From an optimization exercise on the open Yosys and OpenROAD flow, aimed at small area; shortcuts taken in it are not production practice.
The RTL was checked by simulation tests, not by an equivalence proof against the original design.
Power is estimated from default activity; no workload was simulated.

**flow/run.sh**
```bash
#!/bin/bash
# synth_recipe.tcl (not shown) runs the flow's synth.tcl, then flattens the netlist and writes it again
# the make line also repeats each setting of config.mk as NAME=value (left out here)
make -C /OpenROAD-flow-scripts/flow DESIGN_CONFIG=/design/flow/config.mk WORK_HOME=/design/flow/orfs CLKGATE_MAP_FILE= SYNTH_SCRIPT=/design/flow/synth_recipe.tcl finish
```
**flow/constraint.sdc**
```tcl
create_clock -name core_clock -period 10.0 [get_ports {clk}]
set_input_delay 2.0000 -clock core_clock [delete_from_list [all_inputs] [get_ports {clk}]]
set_output_delay 2.0000 -clock core_clock [all_outputs]
set_load 0.01 [all_outputs]
```
**flow/config.mk**
```make
export PLATFORM = sky130hd
export DESIGN_NAME = dcpu16_core
export DESIGN_NICKNAME = dcpu16_core
export VERILOG_FILES = /design/flow/design.v
export SDC_FILE = /design/flow/constraint.sdc
export NUM_CORES = 4
export LEC_CHECK = 0
export CAP_MARGIN = 20
export CORE_MARGIN = 2
export CORE_UTILIZATION = 40
export SLEW_MARGIN = 20
```
**flow/design.v**
```verilog
module dcpu16_core (
    input  wire        clk,
    input  wire        rst,
    output wire        mem_req,
    output wire        mem_we,
    output wire [15:0] mem_addr,
    output wire [15:0] mem_wdata,
    input  wire        mem_ready,
    input  wire [15:0] mem_rdata,
    output wire        halted,
    output wire        fault,
    input  wire [3:0]  dbg_sel,
    output wire [15:0] dbg_data
);
    localparam [5:0]
        S_CLR   = 6'd0,  S_FETCH = 6'd1,  S_DEC   = 6'd2,  S_CYC   = 6'd3,
        S_PCINC = 6'd4,  S_A_NW  = 6'd5,  S_A_INC = 6'd6,  S_A_MEM = 6'd7,
        S_B_NW  = 6'd8,  S_B_INC = 6'd9,  S_B_ADR = 6'd10, S_SKIPX = 6'd11,
        S_SPADJ = 6'd12, S_A_REG = 6'd13, S_B_VAL = 6'd14,
        S_E_ALU = 6'd16, S_E_AL2 = 6'd17, S_E_IFD = 6'd18,
        S_M_IT  = 6'd20, S_M_FIN = 6'd21,
        S_SHROT = 6'd22, S_SHOUT = 6'd23,
        S_D_AT  = 6'd24, S_D_AW  = 6'd25, S_D_ZC  = 6'd26, S_D_IT  = 6'd27,
        S_D_NGH = 6'd28, S_D_COR = 6'd29, S_D_REM = 6'd30, S_D_ZER = 6'd31,
        S_J_SP  = 6'd32, S_J_W   = 6'd33, S_J_WR  = 6'd34, S_J_PC  = 6'd35,
        S_WB    = 6'd36, S_EXW   = 6'd37, S_IJ1   = 6'd38, S_IJ2   = 6'd39,
        S_HALT  = 6'd62, S_FAULT = 6'd63;
    localparam [4:0] OP_SET = 5'h01, OP_ADD = 5'h02, OP_SUB = 5'h03, OP_MUL = 5'h04,
               OP_MLI = 5'h05, OP_DIV = 5'h06, OP_DVI = 5'h07, OP_MOD = 5'h08,
               OP_MDI = 5'h09, OP_AND = 5'h0A, OP_BOR = 5'h0B, OP_XOR = 5'h0C,
               OP_SHR = 5'h0D, OP_ASR = 5'h0E, OP_SHL = 5'h0F,
               OP_ADX = 5'h1A, OP_SBX = 5'h1B, OP_STI = 5'h1E, OP_STD = 5'h1F;
    reg [175:0] rf;           
    reg [31:0]  cyc;
    reg [15:0]  ir, T, U, W, V;
    reg [5:0]   st;
    reg [4:0]   bc;           
    reg [4:0]   it;           
    reg         skip;
    reg         c;            
    reg         f, f2;        
    reg         c1, c2;       
    reg         na, nb;       
    reg         rs, rp;       
    reg         rv;           
    wire [10:0] hd;
    genvar g;
    generate
        for (g = 0; g < 11; g = g + 1) begin : g_hd
            assign hd[g] = rf[16*g];
        end
    endgenerate
    wire       basic   = ir[4:0] != 5'd0;
    wire [4:0] op      = ir[4:0];
    wire [4:0] sop     = ir[9:5];
    wire [5:0] ac      = ir[15:10];
    wire [4:0] bcd     = ir[9:5];
    wire       is_halt = !basic && sop == 5'd0;
    wire       is_jsr  = !basic && sop == 5'd1;
    wire       legal   = basic ? !(op == 5'h18 || op == 5'h19 || op == 5'h1C || op == 5'h1D) : is_jsr;
    wire       is_cond = basic && op[4:3] == 2'b10;
    wire       is_div  = basic && (op == OP_DIV || op == OP_DVI || op == OP_MOD || op == OP_MDI);
    wire       is_dv   = basic && (op == OP_DIV || op == OP_DVI);
    wire       is_mul  = basic && (op == OP_MUL || op == OP_MLI);
    wire       is_sh   = basic && (op == OP_SHR || op == OP_ASR || op == OP_SHL);
    wire       is_stx  = basic && (op == OP_STI || op == OP_STD);
    wire       is_xbx  = basic && (op == OP_ADX || op == OP_SBX);
    wire       sgn_op  = op[0];    
    wire a_nw   = ac[5:3] == 3'b010 || ac == 6'h1A || ac == 6'h1E || ac == 6'h1F;
    wire a_mem  = ac[5:4] == 2'b01 && !(ac == 6'h1B || ac == 6'h1C || ac == 6'h1D || ac == 6'h1F)
                  || ac[5:3] == 3'b001;
    wire a_reg  = !a_nw && !a_mem;            
    wire a_pop  = ac == 6'h18;
    wire [3:0] aidx = ac[4] ? (ac[1:0] == 2'b11 ? 4'd9 : ac[1:0] == 2'b00 ? 4'd8 : 4'd10)
                            : {1'b0, ac[2:0]};
    wire b_nw   = basic && (bcd[4:3] == 2'b10 || bcd == 5'h1A || bcd == 5'h1E || bcd == 5'h1F);
    wire b_reg  = bcd[4:3] == 2'b00 || bcd == 5'h1B || bcd == 5'h1C || bcd == 5'h1D;
    wire b_push = basic && bcd == 5'h18;
    wire b_adr  = basic && (bcd[4:3] == 2'b01 || bcd == 5'h18 || bcd == 5'h19);
    wire [3:0] bidx = bcd[4] ? (bcd[1:0] == 2'b11 ? 4'd9 : bcd[1:0] == 2'b00 ? 4'd8 : 4'd10)
                             : {1'b0, bcd[2:0]};
    wire [4:0] lit5 = ac[4:0] - 5'd1;
    reg [2:0] cost;
    always @(*) begin
        if (!basic) cost = 3'd3;
        else case (op)
            OP_SET, OP_AND, OP_BOR, OP_XOR, OP_SHR, OP_ASR, OP_SHL: cost = 3'd1;
            OP_DIV, OP_DVI, OP_MOD, OP_MDI, OP_ADX, OP_SBX: cost = 3'd3;
            default: cost = 3'd2;
        endcase
    end
    wire [2:0] inc = skip ? 3'd1 : cost + {2'b0, a_nw} + {2'b0, b_nw};
    wire stopped = st == S_HALT || st == S_FAULT;
    reg  [3:0]  asel;
    wire [3:0]  msel = stopped ? dbg_sel : asel;
    reg  [15:0] mout;
    always @(*) begin
        case (msel)
            4'd0:  mout = rf[0*16 +: 16];
            4'd1:  mout = rf[1*16 +: 16];
            4'd2:  mout = rf[2*16 +: 16];
            4'd3:  mout = rf[3*16 +: 16];
            4'd4:  mout = rf[4*16 +: 16];
            4'd5:  mout = rf[5*16 +: 16];
            4'd6:  mout = rf[6*16 +: 16];
            4'd7:  mout = rf[7*16 +: 16];
            4'd8:  mout = rf[8*16 +: 16];
            4'd9:  mout = rf[9*16 +: 16];
            4'd10: mout = rf[10*16 +: 16];
            4'd11: mout = cyc[15:0];
            4'd12: mout = cyc[31:16];
            4'd13: mout = stopped ? 16'd0 : U;
            default: mout = 16'd0;
        endcase
    end
    assign mem_addr  = mout;
    assign dbg_data  = mout;
    assign mem_wdata = W;
    assign halted    = st == S_HALT;
    assign fault     = st == S_FAULT;
    wire mrd = mem_rdata[bc[3:0]];
    reg        act;        
    reg        stream;     
    reg        wr_mem;     
    reg        en;         
    reg        aren;       
    reg        wen;        
    reg [3:0]  wsel;
    reg        x, y, cinit;
    reg        wdat;
    reg        t_en, u_en, w_en, v_en, cy_en;
    reg        t_din, u_din, w_din, v_din, cy_din;
    reg        w0_ld;      
    wire step = act && en && (!stream || rv);
    wire last = (st == S_CLR || st == S_CYC) ? bc == 5'd31
              : (st == S_M_IT) ? bc == 5'd16 : bc == 5'd15;
    wire pend = step && last;
    wire cin  = bc == 5'd0 ? cinit : c;
    wire s    = x ^ y ^ cin;
    wire cout = (x & y) | (x & cin) | (y & cin);
    wire [3:0] shk   = op == OP_SHL ? 4'd0 - T[3:0] : T[3:0];
    wire [4:0] shsum = {1'b0, bc[3:0]} + {1'b0, shk};
    wire       shlp  = op == OP_SHL ? (shsum[4] || shk == 4'd0) : !shsum[4];
    wire       shbig = T[15:5] != 11'd0;
    wire       shfil = op == OP_ASR && nb;
    reg        sh_res, sh_ex;
    always @(*) begin
        if (shbig) begin
            sh_res = shfil; sh_ex = 1'b0;
        end else if (T[4]) begin
            sh_res = shfil; sh_ex = shlp & W[0];
        end else begin
            sh_res = shlp ? W[0] : shfil; sh_ex = !shlp & W[0];
        end
    end
    wire msub = op == OP_MLI && it[3:0] == 4'd15 && T[0];
    wire dsub  = !rs;
    wire nbit  = !it[4] && W[15];
    wire rsn   = V[0] ^ dsub ^ cout;
    wire dng   = sgn_op && (na ^ nb);
    reg  p0, phi;
    always @(*) begin
        case (op)
            OP_ADD:  begin p0 = c1;        phi = 1'b0; end
            OP_SUB:  begin p0 = !c1;       phi = !c1; end
            OP_ADX:  begin p0 = c1 | c2;   phi = 1'b0; end
            default: begin p0 = c1 == c2;  phi = !c1 & !c2; end    
        endcase
    end
    reg ifc;
    always @(*) begin
        case (op[2:0])
            3'd0: ifc = f;             
            3'd1: ifc = !f;            
            3'd2: ifc = !f;            
            3'd3: ifc = f;             
            3'd4: ifc = c1 & f;        
            3'd5: ifc = !f2 & f;       
            3'd6: ifc = !c1;           
            default: ifc = f2;         
        endcase
    end
    always @(*) begin
        act = 1'b1; stream = 1'b0; wr_mem = 1'b0; en = 1'b1;
        aren = 1'b0; wen = 1'b0; wsel = 4'd0; asel = 4'd8;
        x = 1'b0; y = 1'b0; cinit = 1'b0; wdat = s;
        t_en = 1'b0; u_en = 1'b0; w_en = 1'b0; v_en = 1'b0; cy_en = 1'b0;
        t_din = T[0]; u_din = U[0]; w_din = W[0]; v_din = V[0]; cy_din = s;
        w0_ld = 1'b0;
        case (st)
            S_CLR: begin
                aren = 1'b1; wen = 1'b1; wdat = 1'b0;
                cy_en = 1'b1; cy_din = 1'b0;
            end
            S_FETCH: begin
                stream = 1'b1; asel = 4'd8;
            end
            S_DEC: act = 1'b0;
            S_CYC: begin
                cy_en = 1'b1; x = cyc[0];
                y = bc[4:2] == 3'd0 && bc[1:0] != 2'd3 && inc[bc[1:0]];
            end
            S_PCINC, S_A_INC, S_B_INC: begin
                en = st == S_PCINC || (st == S_A_INC ? a_nw : b_nw);
                aren = 1'b1; wen = 1'b1; wsel = 4'd8; x = hd[8]; cinit = 1'b1;
            end
            S_A_NW: begin
                en = a_nw; stream = 1'b1; asel = 4'd8; aren = 1'b1;
                x = ac == 6'h1A ? hd[9] : ac[5:3] == 3'b010 ? hd[ac[2:0]] : 1'b0;
                y = mrd;
                if (ac == 6'h1F) begin t_en = 1'b1; t_din = mrd; end
                else begin u_en = 1'b1; u_din = s; end
            end
            S_A_MEM: begin
                en = a_mem; stream = 1'b1;
                asel = ac[5:3] == 3'b001 ? {1'b0, ac[2:0]} : (ac == 6'h18 || ac == 6'h19) ? 4'd9 : 4'd13;
                t_en = 1'b1; t_din = mrd;
            end
            S_B_NW: begin
                en = b_nw; aren = 1'b1; u_en = 1'b1; u_din = s;
                if (bcd == 5'h1F) begin
                    x = hd[8];
                end else begin
                    stream = 1'b1; asel = 4'd8;
                    x = bcd == 5'h1A ? hd[9] : bcd[4:3] == 2'b10 ? hd[bcd[2:0]] : 1'b0;
                    y = mrd;
                end
            end
            S_B_ADR: begin
                en = b_adr; aren = 1'b1; u_en = 1'b1; u_din = s;
                x = bcd[4] ? hd[9] : hd[bcd[2:0]];
                y = bcd == 5'h18;
            end
            S_SKIPX: act = 1'b0;
            S_SPADJ: begin
                en = a_pop ^ b_push; aren = 1'b1; wen = 1'b1; wsel = 4'd9;
                x = hd[9]; y = !a_pop; cinit = a_pop;
            end
            S_A_REG: begin
                en = a_reg; aren = 1'b1; t_en = 1'b1;
                if (ac[5]) t_din = (bc[3:0] <= 4'd4) ? lit5[bc[2:0]] : ac[4:0] == 5'd0;
                else t_din = hd[aidx];
            end
            S_B_VAL: begin
                en = basic; w_en = 1'b1; v_en = 1'b1; v_din = 1'b0;
                if (b_reg) begin aren = 1'b1; w_din = hd[bidx]; end
                else begin stream = 1'b1; asel = 4'd13; w_din = mrd; end
            end
            S_E_ALU: begin
                t_en = 1'b1; w_en = 1'b1;
                x = W[0]; y = T[0] ^ (op == OP_SUB || op == OP_SBX || is_cond);
                cinit = op == OP_SUB || op == OP_SBX || is_cond;
                if (!is_cond) case (op)
                    OP_AND: w_din = W[0] & T[0];
                    OP_BOR: w_din = W[0] | T[0];
                    OP_XOR: w_din = W[0] ^ T[0];
                    OP_SET, OP_STI, OP_STD: w_din = T[0];
                    default: w_din = s;
                endcase
            end
            S_E_AL2: begin
                aren = 1'b1; w_en = 1'b1; w_din = s; x = W[0]; y = hd[10];
            end
            S_E_IFD: act = 1'b0;
            S_M_IT: begin
                if (bc == 5'd16) begin
                    v_en = 1'b1; v_din = c; t_en = 1'b1; t_din = V[0];
                end else begin
                    v_en = 1'b1; v_din = s; w_en = 1'b1;
                    x = V[0]; y = T[0] & (W[0] ^ msub); cinit = msub;
                end
            end
            S_M_FIN: begin
                t_en = 1'b1; w_en = 1'b1; w_din = T[0];
            end
            S_SHROT: act = 1'b0;
            S_SHOUT: begin
                w_en = 1'b1; w_din = sh_res; v_en = 1'b1; v_din = sh_ex;
            end
            S_D_AT: begin
                t_en = 1'b1; t_din = s; y = T[0] ^ (sgn_op & na); cinit = sgn_op & na;
            end
            S_D_AW: begin
                w_en = 1'b1; w_din = s; y = W[0] ^ (sgn_op & nb); cinit = sgn_op & nb;
            end
            S_D_ZC: act = 1'b0;
            S_D_IT: begin
                t_en = 1'b1; v_en = 1'b1; v_din = s;
                x = bc == 5'd0 ? nbit : rp; y = T[0] ^ dsub; cinit = dsub;
                if (bc == 5'd15) w0_ld = 1'b1; else w_en = 1'b1;
            end
            S_D_NGH: begin
                w_en = 1'b1; w_din = s; y = W[0] ^ dng; cinit = dng;
            end
            S_D_COR: begin
                t_en = 1'b1; v_en = 1'b1; v_din = s; x = V[0]; y = rs & T[0];
            end
            S_D_REM: begin
                v_en = 1'b1; w_en = 1'b1; w_din = s;
                y = V[0] ^ (sgn_op & nb); cinit = sgn_op & nb;
            end
            S_D_ZER: begin
                w_en = 1'b1; w_din = 1'b0;
            end
            S_J_SP: begin
                aren = 1'b1; wen = 1'b1; wsel = 4'd9; x = hd[9]; y = 1'b1;
            end
            S_J_W: begin
                aren = 1'b1; w_en = 1'b1; w_din = hd[8];
            end
            S_J_WR: begin
                act = 1'b0; wr_mem = 1'b1; asel = 4'd9;
            end
            S_J_PC: begin
                aren = 1'b1; wen = 1'b1; wsel = 4'd8; t_en = 1'b1; wdat = T[0];
            end
            S_WB: begin
                en = bcd != 5'h1F;
                if (b_reg) begin
                    aren = 1'b1; wen = 1'b1; wsel = bidx; w_en = 1'b1; wdat = W[0];
                end else begin
                    act = 1'b0; wr_mem = 1'b1; asel = 4'd13;
                end
            end
            S_EXW: begin
                en = !is_cond && !(op == OP_SET || op == OP_AND || op == OP_BOR || op == OP_XOR ||
                                   op == OP_MOD || op == OP_MDI || is_stx);
                aren = 1'b1; wen = 1'b1; wsel = 4'd10;
                if (is_mul || is_sh) begin v_en = 1'b1; wdat = V[0]; end
                else if (is_dv) begin w_en = 1'b1; y = W[0] ^ dng; cinit = dng; end
                else wdat = bc == 5'd0 ? p0 : phi;
            end
            S_IJ1, S_IJ2: begin
                en = is_stx; aren = 1'b1; wen = 1'b1; wsel = st == S_IJ1 ? 4'd6 : 4'd7;
                x = st == S_IJ1 ? hd[6] : hd[7]; y = op == OP_STD; cinit = op == OP_STI;
            end
            default: act = 1'b0;
        endcase
    end
    wire hold_addr = stream;    
    integer k;
    always @(posedge clk) begin
        for (k = 0; k < 11; k = k + 1)
            if (step && aren && !(hold_addr && asel == k[3:0]))
                rf[16*k +: 16] <= {(wen && (st == S_CLR || wsel == k[3:0])) ? wdat : hd[k],
                                   rf[16*k+1 +: 15]};
        if (step && cy_en) cyc <= {cy_din, cyc[31:1]};
        if (step && t_en)  T <= {t_din, T[15:1]};
        if (step && u_en)  U <= {u_din, U[15:1]};
        if (step && w_en)  W <= {w_din, W[15:1]};
        if (step && w0_ld) W[0] <= !rsn;
        if (step && v_en)  V <= {v_din, V[15:1]};
        if (st == S_FETCH && step) ir <= {mrd, ir[15:1]};
        if (st == S_SHROT && bc[3:0] != shk) W <= {W[0], W[15:1]};
        if (step) c <= cout;
        if (step && st == S_M_IT && bc == 5'd15) c <= (op == OP_MLI) ? (x ^ y ^ cout) : cout;
        if (step && st == S_D_IT) rp <= V[0];
        if (step && st == S_D_IT && bc == 5'd15) rs <= rsn;
        if (st == S_D_ZC) rs <= 1'b0;
        if (step && st == S_E_ALU) begin
            f <= (bc == 5'd0 ? 1'b0 : f) | (op[2:1] == 2'b00 ? (W[0] & T[0]) : (W[0] ^ T[0]));
            if (bc == 5'd15) begin f2 <= W[0] ^ !T[0] ^ cout; c1 <= cout; end
        end
        if (step && st == S_E_AL2 && bc == 5'd15) c2 <= cout;
        if (st == S_B_VAL) begin
            na <= T[15];
            if (step && bc == 5'd15) nb <= w_din;
        end
        rv <= mem_req && mem_ready && !mem_we && !pend;
        if (rst) begin
            st <= S_CLR;
            bc <= 5'd0;
            rv <= 1'b0;
        end else begin
            if (st == S_SHROT) bc <= bc[3:0] == shk ? 5'd0 : bc + 5'd1;
            else if (pend) bc <= 5'd0;
            else if (step) bc <= bc + 5'd1;
            if (act && !en && st != S_WB)       
                st <= st == S_B_VAL ? S_J_SP : st == S_IJ2 ? S_FETCH : st + 6'd1;
            else case (st)
                S_CLR:   if (pend) begin st <= S_FETCH; skip <= 1'b0; end
                S_FETCH: if (pend) st <= S_DEC;
                S_DEC: begin
                    it <= 5'd0;
                    st <= is_halt ? S_HALT : !legal ? S_FAULT : S_CYC;
                end
                S_SKIPX: begin
                    if (skip) begin skip <= is_cond; st <= S_FETCH; end
                    else st <= S_SPADJ;
                end
                S_B_VAL: if (pend) st <= is_mul ? S_M_IT : is_sh ? S_SHROT : is_div ? S_D_AT : S_E_ALU;
                S_E_ALU: if (pend) st <= is_cond ? S_E_IFD : is_xbx ? S_E_AL2 : S_WB;
                S_E_AL2: if (pend) st <= S_WB;
                S_E_IFD: begin if (!ifc) skip <= 1'b1; st <= S_FETCH; end
                S_M_IT:  if (pend) begin it <= it + 5'd1; if (it[3:0] == 4'd15) st <= S_M_FIN; end
                S_M_FIN: if (pend) st <= S_WB;
                S_SHROT: if (bc[3:0] == shk) st <= S_SHOUT;
                S_SHOUT: if (pend) st <= S_WB;
                S_D_AT:  if (pend) st <= S_D_AW;
                S_D_AW:  if (pend) st <= S_D_ZC;
                S_D_ZC:  st <= T == 16'd0 ? S_D_ZER : S_D_IT;
                S_D_IT:  if (pend) begin
                    it <= it + 5'd1;
                    if (it[3:0] == 4'd15)
                        st <= it[4] ? S_EXW : is_dv ? S_D_NGH : S_D_COR;
                end
                S_D_NGH: if (pend) st <= S_WB;
                S_D_COR: if (pend) st <= S_D_REM;
                S_D_REM: if (pend) st <= S_WB;
                S_D_ZER: if (pend) st <= S_WB;
                S_J_SP:  if (pend) st <= S_J_W;
                S_J_W:   if (pend) st <= S_J_WR;
                S_J_WR:  if (mem_ready) st <= S_J_PC;
                S_J_PC:  if (pend) st <= S_FETCH;
                S_WB: begin
                    if (!en || (b_reg ? pend : mem_ready))
                        st <= (is_dv && it == 5'd16) ? S_D_IT : S_EXW;
                end
                S_IJ2:   if (pend) st <= S_FETCH;
                S_HALT:  st <= S_HALT;
                S_FAULT: st <= S_FAULT;
                default: if (pend) st <= st + 6'd1;
            endcase
        end
    end
    assign mem_req = en && (stream || wr_mem) && !stopped;
    assign mem_we  = en && wr_mem;
endmodule
```
==> impl_metrics.toml <==
[setup_path]
startpoint_type_of_the_worst_setup_path = "flip-flop"
worst-endpoint-arrival_ps = 5360
critPathKind = "reg2out"
critPathRequiredTime_ps = 8000
worstSetupStartpoint = "st[2]"
regToRegSetupSlack_ps = 4120
critical_path.reg2reg.startpoint = "ir[11]"
critPathCapture = "dbg_data[15]"
setup.worst_path.end_class = "output port"
rr_endpoint = "W[15]"
worstPathMaxFanout = 46
ff2ff_path_depth = 19

[grt]
grt_start_max_net_pins = 47
globalRouteTotalUtil = 0.241
grt_first_pass_wirelength_mm = 79.4
first_global_vias = 12200
grt_antenna_before_repair = 1
grt_overflow = 0

[place]
place_worst_setup_slack_ps = 2910
globalplace.congestion = 0.992
dp.cells = 1868
port_buffers = 74
post-dp-hpwl_mm = 36.5

[layout]
filler_cell_count = 3718
nNetsFinal = 1427
area.sequential_um2 = 9370
layout.cells.non_filler = 1926
most-common-layout-cells = "sky130_fd_sc_hd__edfxtp_1 (302), sky130_fd_sc_hd__nor2_1 (75), sky130_fd_sc_hd__nand2_1 (74), sky130_fd_sc_hd__clkdlybuf4s50_1 (74), sky130_fd_sc_hd__a22oi_1 (58)"
post_route_cells_drive_above_1_share = 0.141
multiInputGateArea_um2 = 6630
commonest_non_fill_non_tap_cell_in_the_layout = "sky130_fd_sc_hd__edfxtp_1"
postLayoutCoreUtil = 0.460
area_growth_pct = 13.0

[timing]
report.final.hold_viol_count = 0
setup_viol_count_final = 0
slew_viol_final = 0
worst-slew-pin-transition_ps = 1040
final_min_period_over_clock_period = 0.736
setup_total_negative_slack_ps = 0
setup_slack_ps = 2640
worst_clock_skew_ps = 26.7
rsz0062_at_grt = "false"
hold-worst-slack_ps = 415
max_freq_mhz = 136
timing.max_slew.rel_slack = 0.304
min_period_ps = 7360

[route]
routed-via-count = 12500
finalWirelength_mm = 53.0
route.antenna.remaining_nets = 0
drt-initial-drc-count = 1796
drc = 0
detail_route.wl_per_cell_um = 27.5
drt-vias-per-instance = 6.49
first_pass_iters = 6

[clock_network]
cts.reportedPaths.clkPinSlew_ps = 60
cts-buffers-inserted = 35
post_cts_hold_buffer_count = 0
cts_num_sinks = 317
clock-root-buffer = "sky130_fd_sc_hd__clkbuf_16"
postCtsSetupBuffers = 0
post_cts_resize_count = 0
htree_levels = 2
clk_path_buf_depth = 3
cts_tree = "built"
skew_pair_late_insertion_delay_ps = 560

[synthesis]
postSynth.topFlopCell = "sky130_fd_sc_hd__edfxtp_1"
largest_cells_by_area_after_synthesis = "sky130_fd_sc_hd__edfxtp_1 (54%), sky130_fd_sc_hd__a22oi_1 (2.6%), sky130_fd_sc_hd__ha_1 (2.1%)"
synth_seq_cells = 317
syn_area_per_cell_um2 = 12.5
synth_largest_area_cell = "sky130_fd_sc_hd__edfxtp_1"
post_synthesis_instance_area_um2 = 16700
number_of_enable_flip_flop_cells_after_synthesis = 302
ys_seq_area_frac = 0.560
synthDominantCellAreaShare = 0.542
ys_async_sr_fraction = 0
synth.yosys.warnings = 1
synthCells = 1338
syn_nets = 1392
yosysUniqueCellTypes = 119

[power]
power.density_cell_area_nw_per_um2 = 289
irDropWorstVdd_mv = 0.146
p_leak_nw = 6.26

[floorplan]
core_um2 = 41100
floorplan.initialDensity = 0.407
fp.dieW_um = 209
die_area_um2 = 43500
fp.dieH_um = 209
core.rowCount = 74
boundaryPins = 75

[outcome]
outcome = "complete, no violations"

[worst_hold_path]
hold_path.class = "reg2reg"

[run]
maxCapViolations = 0
==> final cells by class <==
type	count	area share
tap	532	0.0352
clock buffer	43	0.0479
antenna	1	0.000132
timing repair buffer	100	0.0495
multi-input combinational	874	0.350
inverter	45	0.00906
sequential	317	0.495
clock inverter	14	0.0126
==> kinds of logic (layout without fill, tap and decap cells) <==
kind of cell / Yosys count / in the layout / synth area share
simple gates: 402 / 402 / 0.146
compound gates: 381 / 381 / 0.175
flops: 317 / 317 / 0.560
buf+inv: 147 / 202 / 0.0502
mux: 39 / 39 / 0.0338
fa+ha+maj: 31 / 31 / 0.0245
xor+xnor: 21 / 21 / 0.0110
other cells: 0 / 1 / 0
==> layer usage <==
layer	part of all wire	GRT usage	routed length, µm	vias to the layer above
li1	-	-	-	5401
met1	0.42	0.332	22100	6201
met2	0.45	0.380	24100	770
met3	0.090	0.0436	4770	134
met4	0.037	0.0973	1970	0
met5	0	0	0	-
==> where the power goes <==
part	switching, mW	leakage, nW	total (mW)	internal (mW)
sequential	0.461	3.05	2.73	2.27
combinational	0.923	2.66	1.42	0.496
clock	0.533	0.550	1.31	0.778
total	1.92	6.26	5.47	3.55
==> Yosys cell counts, types with 12 or more instances <==
library cell                 n
sky130_fd_sc_hd__dfxtp_1    15
sky130_fd_sc_hd__o211ai_1   12
sky130_fd_sc_hd__nor2b_1    16
sky130_fd_sc_hd__nand3_1    37
sky130_fd_sc_hd__buf_6      19
sky130_fd_sc_hd__a31oi_1    17
sky130_fd_sc_hd__clkbuf_1   23
sky130_fd_sc_hd__and2_1     12
sky130_fd_sc_hd__mux4_2     12
sky130_fd_sc_hd__nand2_1    74
sky130_fd_sc_hd__nor3_1     19
sky130_fd_sc_hd__edfxtp_1  302
sky130_fd_sc_hd__nor2_1     78
sky130_fd_sc_hd__and3_1     20
sky130_fd_sc_hd__a222oi_1   32
sky130_fd_sc_hd__o22ai_1    12
sky130_fd_sc_hd__mux2_2     15
sky130_fd_sc_hd__nand4_1    28
sky130_fd_sc_hd__xnor2_1    12
sky130_fd_sc_hd__ha_1       28
sky130_fd_sc_hd__inv_1      40
sky130_fd_sc_hd__o21ai_0    48
sky130_fd_sc_hd__a22oi_1    58
sky130_fd_sc_hd__nand2b_1   15
sky130_fd_sc_hd__buf_4      25
sky130_fd_sc_hd__a21oi_1    59
sky130_fd_sc_hd__buf_2      31
==> worst max-delay path, stage by stage (launching register included) <==
cell and delay (ps):
sky130_fd_sc_hd__dfxtp_1 310, sky130_fd_sc_hd__buf_4 460, sky130_fd_sc_hd__nor4b_2 510, sky130_fd_sc_hd__nand4_1 470, sky130_fd_sc_hd__nor2_1 710, sky130_fd_sc_hd__o21ai_2 280
sky130_fd_sc_hd__nor3b_4 870, sky130_fd_sc_hd__a22oi_1 220, sky130_fd_sc_hd__and3_1 230, sky130_fd_sc_hd__nand4_1 160, sky130_fd_sc_hd__clkdlybuf4s50_1 570
==> per-stage QoR <==
stage	total power [mW]	instance area, µm²
after CTS	5.46	18900
after global routing	5.68	18900
after floorplan	3.40	16700
after global placement	4.14	17700
final	5.47	18900
after detailed placement	4.14	17800
==> how the worst min path moves through the flow <==
stage / from / end / cells past startpoint / slack, ps
2_1_floorplan: V[1] / V[0] / 0 / 400
3_3_place_gp: V[3] / V[2] / 0 / 410
3_5_place_dp: V[11] / V[10] / 0 / 410
4_1_cts: V[11] / V[10] / 0 / 420
5_1_grt: V[1] / V[0] / 0 / 420
6_report: V[1] / V[0] / 0 / 420
==> sequential cells by signal, summed over array words and instances, names as in the netlist, named ones only <==
signal / flops
rf: 176
U: 16
rs: 1
V: 16
c1: 1
skip: 1
nb: 1
it: 5
rp: 1
c: 1
W: 16
na: 1
st: 6
bc: 5
rv: 1
f: 1
cyc: 32
f2: 1
ir: 16
c2: 1
T: 16

-- separate check: timing with driven ports --
How much do the figures lean on ideal ports? The routed layout below was timed once more, with nothing changed but the port constraints. Step 1 (the two cells are an assumption about what drives the block):
set clk [get_ports {clk}]
set_driving_cell -lib_cell sky130_fd_sc_hd__clkbuf_16 $clk
set_driving_cell -lib_cell sky130_fd_sc_hd__buf_2 [delete_from_list [all_inputs] $clk]
Step 2 also shifts input and output timing later by t, the mid clock arrival at the registers, as if the neighbouring blocks saw the same clock. a / b / c = ideal ports / drivers / drivers and shift; a / b = the first two.
t, ns: 0.609
setup slack, ns: 2.642 / 2.581 / 2.862
worst setup path at the end: input to output
clock arrival spread, ns: 0.027 / 0.027
worst slew at a driven data input, ns: 0.04
After both steps setup and hold are still met in this run. For this run, drivers alone change the setup slack by -0.061 ns; drivers and shift together by +0.220 ns.
